Background: an optimization exercise with open tools, aiming at small area, a short achievable clock period and few clock cycles per item. Do not read the settings as production practice.
No functional check of the RTL was part of any run shown here.

==> flow/design.v <==
module plc_crc32_word (
    input  wire [31:0] x,
    output wire [31:0] y
);
    wire t32 = x[0] ^ x[22];
    wire t33 = x[2] ^ x[7];
    wire t34 = x[3] ^ x[21];
    wire t35 = x[4] ^ t32;
    wire t36 = x[1] ^ x[23];
    wire t37 = x[11] ^ x[27];
    wire t38 = x[5] ^ x[31];
    wire t39 = x[24] ^ x[29];
    wire t40 = x[16] ^ x[28];
    wire t41 = x[6] ^ x[25];
    wire t42 = x[10] ^ x[26];
    wire t43 = x[14] ^ x[30];
    wire t44 = x[17] ^ t39;
    wire t45 = x[12] ^ x[13];
    wire t46 = x[8] ^ x[9];
    wire t47 = x[15] ^ x[19];
    wire t48 = x[20] ^ t33;
    wire t49 = x[18] ^ x[25];
    wire t50 = x[23] ^ t40;
    wire t51 = x[18] ^ x[26];
    wire t52 = x[4] ^ x[24];
    wire t53 = x[0] ^ t34;
    wire t54 = x[19] ^ x[27];
    wire t55 = t36 ^ t42;
    wire t56 = t33 ^ t34;
    wire t57 = x[8] ^ t48;
    wire t58 = t35 ^ t43;
    wire t59 = x[9] ^ x[14];
    wire t60 = x[28] ^ t53;
    wire t61 = x[2] ^ x[20];
    wire t62 = x[12] ^ t38;
    wire t63 = x[7] ^ t38;
    wire t64 = x[30] ^ t51;
    wire t65 = x[12] ^ t37;
    wire t66 = t41 ^ t46;
    wire t67 = t37 ^ t40;
    wire t68 = x[22] ^ t47;
    wire t69 = x[6] ^ t50;
    wire t70 = x[5] ^ x[10];
    wire t71 = x[3] ^ x[6];
    wire t72 = x[1] ^ x[13];
    wire t73 = x[3] ^ x[29];
    wire t74 = x[9] ^ t41;
    wire t75 = x[31] ^ t49;
    wire t76 = x[15] ^ t44;
    wire t77 = x[7] ^ t55;
    wire t78 = x[15] ^ t62;
    wire t79 = x[17] ^ t47;
    wire t80 = t46 ^ t56;
    wire t81 = t50 ^ t61;
    wire t82 = x[4] ^ x[11];
    wire t83 = x[30] ^ t42;
    wire t84 = x[8] ^ x[14];
    wire t85 = x[7] ^ t75;
    wire t86 = x[2] ^ x[28];
    wire t87 = t43 ^ t76;
    wire t88 = t33 ^ t59;
    wire t89 = x[27] ^ t36;
    wire t90 = x[20] ^ t43;
    wire t91 = x[25] ^ t44;
    wire t92 = t45 ^ t60;
    wire t93 = x[16] ^ t58;
    wire t94 = x[5] ^ t52;
    wire t95 = t52 ^ t68;
    wire t96 = t65 ^ t83;
    wire t97 = x[29] ^ t54;
    wire t98 = x[0] ^ t45;
    wire t99 = x[15] ^ t69;
    wire t100 = t35 ^ t66;
    wire t101 = t35 ^ t57;
    wire t102 = x[16] ^ x[26];
    wire t103 = t36 ^ t71;
    wire t104 = t102 ^ t103;
    wire t105 = t104 ^ t101;
    wire t106 = x[17] ^ t89;
    wire t107 = t94 ^ t80;
    wire t108 = t106 ^ t107;
    wire t109 = x[3] ^ x[18];
    wire t110 = x[24] ^ t70;
    wire t111 = t86 ^ t109;
    wire t112 = t110 ^ t111;
    wire t113 = t100 ^ t112;
    wire t114 = x[5] ^ x[19];
    wire t115 = t73 ^ t82;
    wire t116 = t114 ^ t74;
    wire t117 = t115 ^ t77;
    wire t118 = t116 ^ t117;
    wire t119 = x[6] ^ t94;
    wire t120 = t57 ^ t96;
    wire t121 = t119 ^ t120;
    wire t122 = t37 ^ t63;
    wire t123 = t66 ^ t122;
    wire t124 = t92 ^ t123;
    wire t125 = x[10] ^ t59;
    wire t126 = t73 ^ t98;
    wire t127 = t125 ^ t81;
    wire t128 = t126 ^ t127;
    wire t129 = x[10] ^ t34;
    wire t130 = t72 ^ t82;
    wire t131 = t129 ^ t130;
    wire t132 = t131 ^ t87;
    wire t133 = x[2] ^ x[11];
    wire t134 = t49 ^ t133;
    wire t135 = t134 ^ t78;
    wire t136 = t93 ^ t135;
    wire t137 = t38 ^ t45;
    wire t138 = t79 ^ t137;
    wire t139 = t138 ^ t101;
    wire t140 = x[5] ^ x[13];
    wire t141 = x[21] ^ t51;
    wire t142 = t140 ^ t35;
    wire t143 = t88 ^ t141;
    wire t144 = t142 ^ t143;
    wire t145 = t70 ^ t71;
    wire t146 = t84 ^ t68;
    wire t147 = t89 ^ t145;
    wire t148 = t146 ^ t147;
    wire t149 = x[9] ^ x[11];
    wire t150 = t52 ^ t149;
    wire t151 = t48 ^ t150;
    wire t152 = t151 ^ t99;
    wire t153 = x[7] ^ x[8];
    wire t154 = x[12] ^ x[16];
    wire t155 = t70 ^ t153;
    wire t156 = t154 ^ t53;
    wire t157 = t155 ^ t91;
    wire t158 = t156 ^ t157;
    wire t159 = x[11] ^ x[17];
    wire t160 = t72 ^ t159;
    wire t161 = t64 ^ t160;
    wire t162 = t100 ^ t161;
    wire t163 = x[18] ^ t54;
    wire t164 = t55 ^ t62;
    wire t165 = t88 ^ t163;
    wire t166 = t164 ^ t165;
    wire t167 = x[13] ^ t67;
    wire t168 = t77 ^ t95;
    wire t169 = t167 ^ t168;
    wire t170 = x[5] ^ t84;
    wire t171 = t65 ^ t170;
    wire t172 = t81 ^ t91;
    wire t173 = t171 ^ t172;
    wire t174 = t64 ^ t74;
    wire t175 = t76 ^ t174;
    wire t176 = t92 ^ t175;
    wire t177 = t42 ^ t72;
    wire t178 = t97 ^ t177;
    wire t179 = t85 ^ t178;
    wire t180 = t93 ^ t179;
    wire t181 = t71 ^ t63;
    wire t182 = t67 ^ t79;
    wire t183 = t58 ^ t181;
    wire t184 = t182 ^ t183;
    wire t185 = x[17] ^ t32;
    wire t186 = t51 ^ t73;
    wire t187 = t86 ^ t185;
    wire t188 = t186 ^ t78;
    wire t189 = t187 ^ t188;
    wire t190 = x[13] ^ x[22];
    wire t191 = t190 ^ t64;
    wire t192 = t97 ^ t57;
    wire t193 = t191 ^ t192;
    wire t194 = x[23] ^ x[31];
    wire t195 = t46 ^ t54;
    wire t196 = t194 ^ t90;
    wire t197 = t195 ^ t60;
    wire t198 = t196 ^ t197;
    wire t199 = x[31] ^ t39;
    wire t200 = t42 ^ t199;
    wire t201 = t80 ^ t200;
    wire t202 = t99 ^ t201;
    wire t203 = x[30] ^ t37;
    wire t204 = t61 ^ t44;
    wire t205 = t55 ^ t74;
    wire t206 = t203 ^ t204;
    wire t207 = t205 ^ t206;
    wire t208 = x[24] ^ x[28];
    wire t209 = t208 ^ t56;
    wire t210 = t75 ^ t96;
    wire t211 = t209 ^ t210;
    wire t212 = x[19] ^ x[29];
    wire t213 = x[31] ^ t36;
    wire t214 = t41 ^ t212;
    wire t215 = t48 ^ t67;
    wire t216 = t98 ^ t213;
    wire t217 = t214 ^ t215;
    wire t218 = t216 ^ t217;
    wire t219 = x[21] ^ t45;
    wire t220 = t44 ^ t219;
    wire t221 = t58 ^ t69;
    wire t222 = t220 ^ t221;
    wire t223 = x[13] ^ t32;
    wire t224 = t36 ^ t49;
    wire t225 = t63 ^ t223;
    wire t226 = t224 ^ t225;
    wire t227 = t87 ^ t226;
    wire t228 = x[3] ^ t90;
    wire t229 = t85 ^ t95;
    wire t230 = t228 ^ t229;
    wire t231 = x[1] ^ t32;
    wire t232 = t38 ^ t41;
    wire t233 = t47 ^ t56;
    wire t234 = t231 ^ t232;
    wire t235 = t233 ^ t234;
    assign y[0] = t105;
    assign y[1] = t108;
    assign y[2] = t113;
    assign y[3] = t118;
    assign y[4] = t121;
    assign y[5] = t124;
    assign y[6] = t128;
    assign y[7] = t132;
    assign y[8] = t136;
    assign y[9] = t139;
    assign y[10] = t144;
    assign y[11] = t148;
    assign y[12] = t152;
    assign y[13] = t158;
    assign y[14] = t162;
    assign y[15] = t166;
    assign y[16] = t169;
    assign y[17] = t173;
    assign y[18] = t176;
    assign y[19] = t180;
    assign y[20] = t184;
    assign y[21] = t189;
    assign y[22] = t193;
    assign y[23] = t198;
    assign y[24] = t202;
    assign y[25] = t207;
    assign y[26] = t211;
    assign y[27] = t218;
    assign y[28] = t222;
    assign y[29] = t227;
    assign y[30] = t230;
    assign y[31] = t235;
endmodule
module plc_blk_tx (
    input  wire        clk,
    input  wire        rst,
    input  wire        cmd_valid,
    output wire        cmd_ready,
    input  wire [15:0] cmd_ssn,
    input  wire [8:0]  cmd_boff,
    input  wire        cmd_bflag,
    input  wire        cmd_long,
    input  wire        in_valid,
    output wire        in_ready,
    input  wire [31:0] in_data,
    output reg         out_valid,
    input  wire        out_ready,
    output reg  [31:0] out_data,
    output reg         out_last
);
    reg        p_cmd, p_body, p_tail;
    reg        e_cmd, e_body;
    reg [6:0]  cnt;         
    reg [31:0] x;           
    wire [31:0] mx;
    plc_crc32_word u_crc (.x(x), .y(mx));
    wire [31:0] hdr = {3'b000, 1'b0, cmd_bflag, 1'b0, 1'b1,
                       (cmd_bflag ? cmd_boff : 9'd0), cmd_ssn};
    wire r_free = !out_valid || out_ready;
    assign cmd_ready = e_cmd || (p_cmd && out_ready);
    assign in_ready  = e_body || (p_body && out_ready);
    wire cmd_fire = cmd_valid && cmd_ready;
    wire in_fire  = in_valid && in_ready;
    wire acc      = cmd_fire || in_fire;
    wire tail_go  = p_tail && r_free;
    wire last     = in_fire && (cnt == 7'd0);
    wire [31:0] acc_word = p_body ? in_data : hdr;
    wire p_cmd_n  = cmd_fire ? 1'b0 : (p_cmd || tail_go);
    wire p_body_n = cmd_fire ? 1'b1 : (p_body && !last);
    wire p_tail_n = last ? 1'b1 : (p_tail && !tail_go);
    wire out_valid_n = r_free ? (acc || p_tail) : out_valid;
    always @(posedge clk) begin
        if (rst) begin
            p_cmd     <= 1'b1;
            p_body    <= 1'b0;
            p_tail    <= 1'b0;
            e_cmd     <= 1'b1;
            e_body    <= 1'b0;
            cnt       <= 7'd0;
            out_valid <= 1'b0;
            out_last  <= 1'b0;
        end else begin
            p_cmd     <= p_cmd_n;
            p_body    <= p_body_n;
            p_tail    <= p_tail_n;
            e_cmd     <= p_cmd_n && !out_valid_n;
            e_body    <= p_body_n && !out_valid_n;
            out_valid <= out_valid_n;
            if (cmd_fire)
                cnt <= cmd_long ? 7'd127 : 7'd31;
            else if (in_fire)
                cnt <= cnt - 7'd1;
            if (r_free)
                out_last <= p_tail;
        end
    end
    always @(posedge clk) begin
        if (acc)
            x <= (p_body ? mx : 32'hFFFFFFFF) ^ acc_word;
        if (r_free)
            out_data <= p_tail ? ~mx : acc_word;
    end
endmodule
module plc_blk_rx (
    input  wire        clk,
    input  wire        rst,
    input  wire        in_valid,
    output wire        in_ready,
    input  wire [31:0] in_data,
    input  wire        in_long,
    output reg         res_valid,
    input  wire        res_ready,
    output reg         res_ok,
    output reg         res_fmterr,
    output reg  [31:0] res_hdr
);
    localparam [31:0] K = 32'hDEBB20E3;   
    reg        hdr_ph;      
    reg [7:0]  cnt;         
    reg [31:0] x;           
    reg        blong;
    reg        hraw;        
    reg        hcp;         
    reg        chk_d;       
    reg        in_rdy;      
    reg        in_rdy_rr;   
    wire [31:0] mx;
    plc_crc32_word u_crc (.x(x), .y(mx));
    assign in_ready = in_rdy || (in_rdy_rr && res_ready);
    wire fire     = in_valid && in_ready;
    wire hdr_fire = fire && hdr_ph;
    wire chk_fire = fire && !hdr_ph && (cnt == 8'd0);
    wire slot_free = !res_valid || res_ready;
    wire copy      = hcp && slot_free;
    wire hdr_ph_n    = hdr_fire ? 1'b0 : (chk_fire ? 1'b1 : hdr_ph);
    wire [7:0] cnt_n = hdr_fire ? (in_long ? 8'd128 : 8'd32) :
                       (fire ? cnt - 8'd1 : cnt);
    wire hcp_n       = hdr_fire || (hcp && !slot_free);
    wire res_valid_n = chk_d || (res_valid && !res_ready);
    wire [31:0] w = in_data ^ (hraw ? K : 32'd0);
    always @(posedge clk) begin
        if (fire)
            x <= (hdr_ph ? 32'd0 : mx) ^ w;
        if (copy)
            res_hdr <= x;
    end
    always @(posedge clk) begin
        if (rst) begin
            hdr_ph     <= 1'b1;
            cnt        <= 8'd0;
            blong      <= 1'b0;
            hraw       <= 1'b0;
            hcp        <= 1'b0;
            chk_d      <= 1'b0;
            in_rdy     <= 1'b1;
            in_rdy_rr  <= 1'b0;
            res_valid  <= 1'b0;
            res_ok     <= 1'b0;
            res_fmterr <= 1'b0;
        end else begin
            hdr_ph    <= hdr_ph_n;
            cnt       <= cnt_n;
            hcp       <= hcp_n;
            chk_d     <= chk_fire;
            res_valid <= res_valid_n;
            if (fire)
                hraw <= hdr_ph;
            in_rdy    <= !(hcp_n && res_valid_n) &&
                         !((res_valid_n || chk_fire) && !hdr_ph_n && cnt_n == 8'd0);
            in_rdy_rr <= hcp_n && res_valid_n;
            if (hdr_fire)
                blong <= in_long;
            if (chk_d) begin
                res_ok     <= &x;
                res_fmterr <= res_hdr[27] && !blong &&
                              (res_hdr[24] || res_hdr[23]);
            end
        end
    end
endmodule
module plc_blk_codec (
    input  wire        clk,
    input  wire        rst,
    input  wire        tx_cmd_valid,
    output wire        tx_cmd_ready,
    input  wire [15:0] tx_cmd_ssn,
    input  wire [8:0]  tx_cmd_boff,
    input  wire        tx_cmd_bflag,
    input  wire        tx_cmd_long,
    input  wire        tx_in_valid,
    output wire        tx_in_ready,
    input  wire [31:0] tx_in_data,
    output wire        tx_out_valid,
    input  wire        tx_out_ready,
    output wire [31:0] tx_out_data,
    output wire        tx_out_last,
    input  wire        rx_in_valid,
    output wire        rx_in_ready,
    input  wire [31:0] rx_in_data,
    input  wire        rx_in_long,
    output wire        rx_res_valid,
    input  wire        rx_res_ready,
    output wire        rx_res_ok,
    output wire        rx_res_fmterr,
    output wire [31:0] rx_res_hdr
);
    plc_blk_tx u_tx (
        .clk(clk), .rst(rst),
        .cmd_valid(tx_cmd_valid), .cmd_ready(tx_cmd_ready),
        .cmd_ssn(tx_cmd_ssn), .cmd_boff(tx_cmd_boff),
        .cmd_bflag(tx_cmd_bflag), .cmd_long(tx_cmd_long),
        .in_valid(tx_in_valid), .in_ready(tx_in_ready), .in_data(tx_in_data),
        .out_valid(tx_out_valid), .out_ready(tx_out_ready),
        .out_data(tx_out_data), .out_last(tx_out_last)
    );
    plc_blk_rx u_rx (
        .clk(clk), .rst(rst),
        .in_valid(rx_in_valid), .in_ready(rx_in_ready),
        .in_data(rx_in_data), .in_long(rx_in_long),
        .res_valid(rx_res_valid), .res_ready(rx_res_ready),
        .res_ok(rx_res_ok), .res_fmterr(rx_res_fmterr), .res_hdr(rx_res_hdr)
    );
endmodule
==> flow/flow/run.sh <==
#!/bin/bash
# Standard ORFS layout with a few extra ORFS settings passed to make.
set -euo pipefail
# keep three-input XOR cells out of the mapping: two-input XORs are smaller
# and faster for the CRC networks
echo 'export DONT_USE_CELLS = sky130_fd_sc_hd__xor3_1 sky130_fd_sc_hd__xor3_2 sky130_fd_sc_hd__xor3_4 sky130_fd_sc_hd__xnor3_1 sky130_fd_sc_hd__xnor3_2 sky130_fd_sc_hd__xnor3_4' >> config.mk
bash standard.sh BUFFER_PORTS_ARGS=-buffer_cell\ sky130_fd_sc_hd__buf_1 finish > standard.log 2>&1
==> flow/standard.sh <==
#!/bin/bash
# synth_recipe.tcl (not shown) runs the flow's synth.tcl, then flattens the netlist and writes it again
# the make line also repeats each setting of config.mk as NAME=value (left out here)
make -C /OpenROAD-flow-scripts/flow DESIGN_CONFIG=/design/flow/config.mk WORK_HOME=/design/flow/orfs CLKGATE_MAP_FILE= SYNTH_SCRIPT=/design/flow/synth_recipe.tcl "${@:-finish}"
==> flow/config.mk <==
export PLATFORM = sky130hd
export DESIGN_NAME = plc_blk_codec
export DESIGN_NICKNAME = plc_blk_codec
export VERILOG_FILES = /design/flow/design.v
export SDC_FILE = /design/flow/constraint.sdc
export NUM_CORES = 4
export LEC_CHECK = 0
export CAP_MARGIN = 20
export CORE_MARGIN = 2
export CORE_UTILIZATION = 50
export CTS_BUF_LIST = sky130_fd_sc_hd__clkbuf_4 sky130_fd_sc_hd__clkbuf_8
export CTS_CLUSTER_SIZE = 20
export PLACE_DENSITY = 0.7
export SETUP_SLACK_MARGIN = 2.45
export SLEW_MARGIN = 20
export DONT_USE_CELLS = sky130_fd_sc_hd__xor3_1 sky130_fd_sc_hd__xor3_2 sky130_fd_sc_hd__xor3_4 sky130_fd_sc_hd__xnor3_1 sky130_fd_sc_hd__xnor3_2 sky130_fd_sc_hd__xnor3_4
==> flow/constraint.sdc <==
create_clock -name core_clock -period 5.0 [get_ports {clk}]
set_input_delay 1.0000 -clock core_clock [delete_from_list [all_inputs] [get_ports {clk}]]
set_output_delay 1.0000 -clock core_clock [all_outputs]
set_load 0.01 [all_outputs]
==> run summary, run 1 <==
CP max FO=3; Post-DP HPWL=21100 um; TritonCTS buffer count=17; GRT Util Overall=0.240; Period Utilization, post-route=0.503; layout cell share with drive strength beyond 1=0.0932; worst path cell trace=buf_1 > a21o_1 > buf_2; CP max stage delay=around 190 ps; Cell Area, Synth=11200 um2; Worst-Skew Late Latency=470 ps; Slew Limit Fails=0; CTS clk-pin slew, worst paths=90 ps; Hold Buf Count CTS=0; total gr overflow=0; startpoint types=input pin; Post-synth EDFFs=128; status=finished clean; FMAX=slightly below 0.4 GHz; Hold Path Class=reg -> reg; Worst Clk Skew=about 17 ps; cell taking the most area after synthesis=edfxtp_1; TritonCTS clock tree=yes; sequential area share after synthesis=0.400; Die X=154 um; Crit. End Element=output pin; nets@finish=~1300; syn_area_per_cell=10.9 um2; DR vias=between 7000 and 8000; hold path cells=2; fillers=1917; dominant cells by area after synthesis=edfxtp_1 34%, xnor2_1 31%, dfxtp_1 5.7%; WHS Endpoint=u_rx.blong$_SDFFE_PP0N_; syn_nets=approximately 1100; Finished Layout Cells=roughly 1500; DR vias/cell=5.25; Worst Setup Path Type=in -> out; PortBufs=between 150 and 200; count leader, synth=xnor2_1; actual slew at the worst max-slew pin=877 ps; Synth top cells by count=400 x xnor2_1, 128 x edfxtp_1, 67 x xor2_1; Critical R2R Launch=u_rx.x[22]$_DFFE_PN_; Max-slew headroom=0.412; FF-to-FF End=u_rx.x[28]$_DFFE_PN_; initial core utilization=0.512; Syn Inst Count=1032; asr flop ratio synth=0; Worst R2R Setup Slack=2540 ps; Worst path slowest cell=a21o_1; DRC violations left=0; first-pass GRT wire length=43300 um; unrepaired setup endpoints after global routing=false; std cell rows=54; final core utilization=0.570; total wire length=about 28000 um; post-layout min period=roughly 2500 ps; Synth cell types=46; maximum number of pins on one net before global-route repair=between 80 and 90; Critical Path RT=4000 ps; Final Setup Violations=0; vias in the first global route=~7600; initial antenna violation count=0; synth warn=2; Final GP Congestion=0.989; CTS H-tree lvls=4; CTS root buffer=clkbuf_8; share of the synthesized area in the top cell type=0.343; Die Y=about 150 um; TNS Setup=0 ps; worst r2r path cells=7; routed length per instance=19.1 um; Synth Flop Type=edfxtp_1; final hold violations=0; I/O pins=171; DP Cell Count=1420; maxcap violations=0; Worst Hold Launch=u_rx.blong$_SDFFE_PP0N_; DRT Pass-1 Iters=5; Crit path arrival time=1520 ps; clock sinks=160; final antenna-violating net count=0; # diodes=0; die area=23600 um2; core area=21900 um2; DRT iter0 DRCs=580; post-synthesis register bit count=160; P&R area growth vs syn=11.4%; clk buf depth=2
-- cells in the final DEF, fill, tap and decap left out, types with 11 or more instances in the layout --
master,count
dfxtp_1,29
xnor2_2,30
edfxtp_1,128
buf_1,168
o21ai_0,21
xnor2_1,393
nand2_1,37
nor2b_1,18
nor2_1,62
clkbuf_8,17
xor2_1,67
buf_4,25
a21oi_1,58
nor3_1,11
-- metrics by stage --
stage                     cell area, um2  hold slack (ps)  setup WS, ps
after floorplan                    11200              421          2450
after global placement             11900              457          1960
after detailed placement           11900              460          1840
after CTS                          12300              473          2460
after global routing               12500              499          2450
final                              12500              484          2480
-- worst max-delay path: cells and delay by family --
kind | cells | cell delay (ps)
buffers and inverters | 2 | 330
AOI/OAI and AO/OA | 1 | 190
-- state kept, by name (all words and copies together), names as in the netlist, 7 cells and up --
register,flops
u_tx.cnt,7
u_rx.cnt,8
u_tx.x,32
u_tx.out_data,32
u_rx.x,32
u_rx.res_hdr,32
-- worst max path at each step --
| stage | to | startpoint | depth (start not counted) | slack (ps) |
|---|---|---|---|---|
| CTS | tx_in_ready | tx_out_ready | 3 | 2460 |
| global route | u_rx.x[28]$_DFFE_PN_ | u_rx.x[0]$_DFFE_PN_ | 7 | 2450 |
| detailed placement | u_rx.in_rdy$_SDFF_PP1_ | rx_res_ready | 8 | 1840 |
| floorplan | u_rx.in_rdy$_SDFF_PP1_ | rx_res_ready | 7 | 2450 |
| finish | tx_in_ready | tx_out_ready | 3 | 2480 |
| global placement | u_rx.in_rdy$_SDFF_PP1_ | rx_res_ready | 8 | 1960 |
-- logic make-up after synthesis --
group / share of synthesized area
AO/OA/AOI/OAI: 0.0652
XOR/XNOR: 0.425
adder cells (fa/ha/maj): 0.00558
buffers and inverters: 0.0347
flip-flops: 0.400
multiplexers: 0.00268
AND/OR/NAND/NOR: 0.0669
-- area by class of cell --
type	instances	area (um2)	share of cell area
Tap cell	280	350	0.0281
Inverter	10	41.3	0.00331
Timing Repair inverter	1	5.00	0.000401
Clock buffer	19	249	0.0199
Multi-Input combinational cell	793	6400	0.513
Timing Repair Buffer	195	828	0.0664
Clock inverter	13	115	0.00922
Sequential cell	160	4490	0.360
-- per-layer routing --
layer | up-vias | track usage | share of wire
li1 | 3704 | - | -
met1 | 3703 | 0.344 | 0.45
met2 | 284 | 0.370 | 0.46
met3 | 36 | 0.0485 | 0.072
met4 | 0 | 0.0686 | 0.016
met5 | - | 0 | 0
-- what timing repair did --
item / 4_1_cts / 5_1_grt
pin swaps: 0 / 2
setup buffers: 0 / 18
setup endpoints to repair: 3 / 14
gates resized for setup: 2 / 8
gates cloned: 1 / 0
==> run 2: changes to the inputs <==
--- a/flow/config.mk
+++ b/flow/config.mk
@@ -10,6 +10,7 @@
 export CORE_UTILIZATION = 50
 export CTS_BUF_LIST = sky130_fd_sc_hd__clkbuf_4 sky130_fd_sc_hd__clkbuf_8
 export CTS_CLUSTER_SIZE = 20
+export GPL_ROUTABILITY_DRIVEN = 0
 export PLACE_DENSITY = 0.7
 export SETUP_SLACK_MARGIN = 2.45
 export SLEW_MARGIN = 20
==> run 2 against run 1 <==
  * Final cell count decreased by 0.54%
  * Hold slack worse by 14 ps
  * Register-to-register slack lost 30 ps
  * Still clean on timing, DRC and antenna
  * Synthesized cell count is the same
  * Flip-flop and latch count unchanged
  * First-iteration DRC count rose by 17%
  * Critical path depth unchanged
  * Utilization up 0.15 points
  * Critical path type unchanged
==> run summary, run 2 <==
status=finished clean; nets@finish=1273 (-0.70%); cell taking the most area after synthesis=edfxtp_1; fillers=1916 (-0.052%); startpoint types=input pin; CP max FO=3 (unchanged); most frequent cells in the layout=392 x xnor2_1, 167 x buf_1, 128 x edfxtp_1; final hold violations=0 (unchanged); dominant cells by area after synthesis=edfxtp_1 34%, xnor2_1 31%, dfxtp_1 5.7%; Post-synth EDFFs=128 (unchanged); post-layout min period=2500 ps (-19.6 ps); maximum number of pins on one net before global-route repair=83 (unchanged); met3 WL post-DR=2130 um (+5.5%); total wire length=28000 um (-0.15%); maxcap violations=0 (unchanged); area of the multi-input gates=6420 um2 (+0.29%); Synth cell types=46 (unchanged); FMAX=0.401 GHz (+0.78%); final antenna-violating net count=0 (unchanged); layout cell share with drive strength beyond 1=0.0880 (-0.00521); Worst R2R Setup Slack=2510 ps (-30 ps); Worst Clk Skew=18.5 ps (+1.04 ps); Critical Path RT=4000 ps (about the same); Period Utilization, post-route=0.499 (-0.00392); commonest non-fill, non-tap cell in the layout=xnor2_1; TNS Setup=0 ps (unchanged); actual slew at the worst max-slew pin=934 ps (+56.1 ps); total gr overflow=0 (unchanged); Crit. End Element=output pin; asr flop ratio synth=0 (unchanged); Hold Path Class=reg -> reg; first-pass GRT wire length=42700 um (-1.4%); unrepaired setup endpoints after global routing=true; Synth Flop Type=edfxtp_1; Hold Buf Count CTS=0 (unchanged); DR vias=7874 (+1.9%); TritonCTS buffer count=17 (unchanged); vias in the first global route=7534 (-0.46%); Slew Limit Fails=0 (unchanged); Post-DP HPWL=20800 um (-1.3%); clock sinks=160 (unchanged); post-synthesis register bit count=160 (unchanged); syn_area_per_cell=10.9 um2 (unchanged); register area=4490 um2 (about the same); I/O pins=171 (unchanged); core area=21900 um2 (unchanged); CTS clk-pin slew, worst paths=90 ps (about the same); DRC violations left=0 (unchanged); M1 WL=12500 um (-1.7%); share of the synthesized area in the top cell type=0.343 (unchanged); final core utilization=0.572 (+0.00154); Placed Area=11900 um2 (about the same); routed length per instance=19.2 um (+0.40%); clk buf depth=2 (unchanged); DRT iter0 DRCs=679 (+17%); Crit path arrival time=1500 ps (-20 ps); Worst Setup Path Type=in -> out; CTS H-tree lvls=4 (unchanged); final instance area=12500 um2 (+0.27%); synth warn=2 (unchanged); met2 WL=12700 um (-0.96%); PortBufs=170 (unchanged); initial antenna violation count=2 (+2); sequential area share after synthesis=0.400 (unchanged); Worst-Skew Late Latency=470 ps (about the same); syn_nets=1136 (unchanged); DRT Pass-1 Iters=5 (unchanged); Cell Area, Synth=11200 um2 (unchanged); Syn Inst Count=1032 (unchanged); Hold Slack=469 ps (-14.1 ps); Die Y=154 um (unchanged); DR vias/cell=5.38 (+2.5%); CTS root buffer=clkbuf_8; TritonCTS clock tree=yes; count leader, synth=xnor2_1; Final Setup Violations=0 (unchanged); Die X=154 um (unchanged); initial core utilization=0.512 (unchanged); Top Metal Used=met5; die area=23600 um2 (unchanged); Max-slew headroom=0.374 (-0.0376); Synth top cells by count=400 x xnor2_1, 128 x edfxtp_1, 67 x xor2_1; std cell rows=54 (unchanged); P&R area growth vs syn=11.7%; GRT Util Overall=0.236 (-0.00421)
## run 2: cell counts after synthesis
Identical to the previous run, type by type.
## run 2: path summary, 6_finish.rpt
path | start | end | depth (start not counted)
worst max register to register | u_rx.x[11]$_DFFE_PN_ | u_rx.x[20]$_DFFE_PN_ | 7
worst min register to register | u_rx.hraw$_SDFFE_PP0N_ | u_rx.hraw$_SDFFE_PP0N_ | 2
worst max-delay path | tx_out_ready | tx_in_ready | 3
worst min-delay path | u_rx.hraw$_SDFFE_PP0N_ | u_rx.hraw$_SDFFE_PP0N_ | 2
## run 2: final cells by class
class / instances / area share
diodes: 1 / 0.000200
clock buffers: 17 / 0.0187
clock inverters: 15 / 0.0168
inverters: 10 / 0.00330
multi-input cells: 793 / 0.513
flip-flops and latches: 160 / 0.359
well taps: 280 / 0.0280
repair buffers: 186 / 0.0609
repair inverters: 1 / 0.000400
## run 2: critical path, stage by stage
cell and delay, ps:
clkbuf_2 130, a21o_1 220, buf_2 150
## run 2: kinds of logic after synthesis
logic type / after synthesis / synth area share
AOI/OAI and AO/OA: 121 / 0.0652
xor gates and xnor gates: 501 / 0.425
adders and majority gates: 5 / 0.00558
buffers and inverters: 79 / 0.0347
DFF: 160 / 0.400
muxes: 3 / 0.00268
and+or+nand+nor: 163 / 0.0669
## run 2: timing repair
action | in CTS | in global routing
gates cloned | 1 | 0
resized for setup | 2 | 11
setup endpoints to repair | 3 | 17
endpoints found under the hold margin | 0 | 0
buffers inserted | 0 | 8
## run 2: routing by layer
layer,vias to the layer above,track usage
met1,3796,0.331
met5,-,0
met2,332,0.367
li1,3693,-
met4,2,0.0799
met3,51,0.0437
## run 2: through the flow
stage               setup WS, ps  cells
floorplan                   2450   1032
global placement            1990   1421
detailed placement          1830   1421
CTS                         2470   1454
global route                2380   1463
finish                      2500   1463

re-timing with driven ports:
No port has a modelled driver above. Below, the same layouts with a new extraction and two added sets of constraints.
Step 1 assumes that a clkbuf_16 drives the clock port and a buf_2 every other input.
Step 2 also shifts input and output timing later by t, the mid clock arrival at the registers, as if the neighbouring blocks saw the same clock.
a / b / c = no drivers / after step 1 / after step 2; a / b = the first two.
run | t, ns | setup slack, ns | worst setup path at the end | latest minus earliest clock arrival (ns)
run 1 | 0.504 | 2.484 / 2.463 / 2.201 | input to register | 0.022 / 0.022
run 2 | 0.505 | 2.503 / 2.479 / 2.130 | input to register | 0.022 / 0.022
After both steps setup and hold are still met in every run listed. For run 2, which loses most, drivers alone change the setup slack by -0.024 ns; drivers and shift together by -0.373 ns.
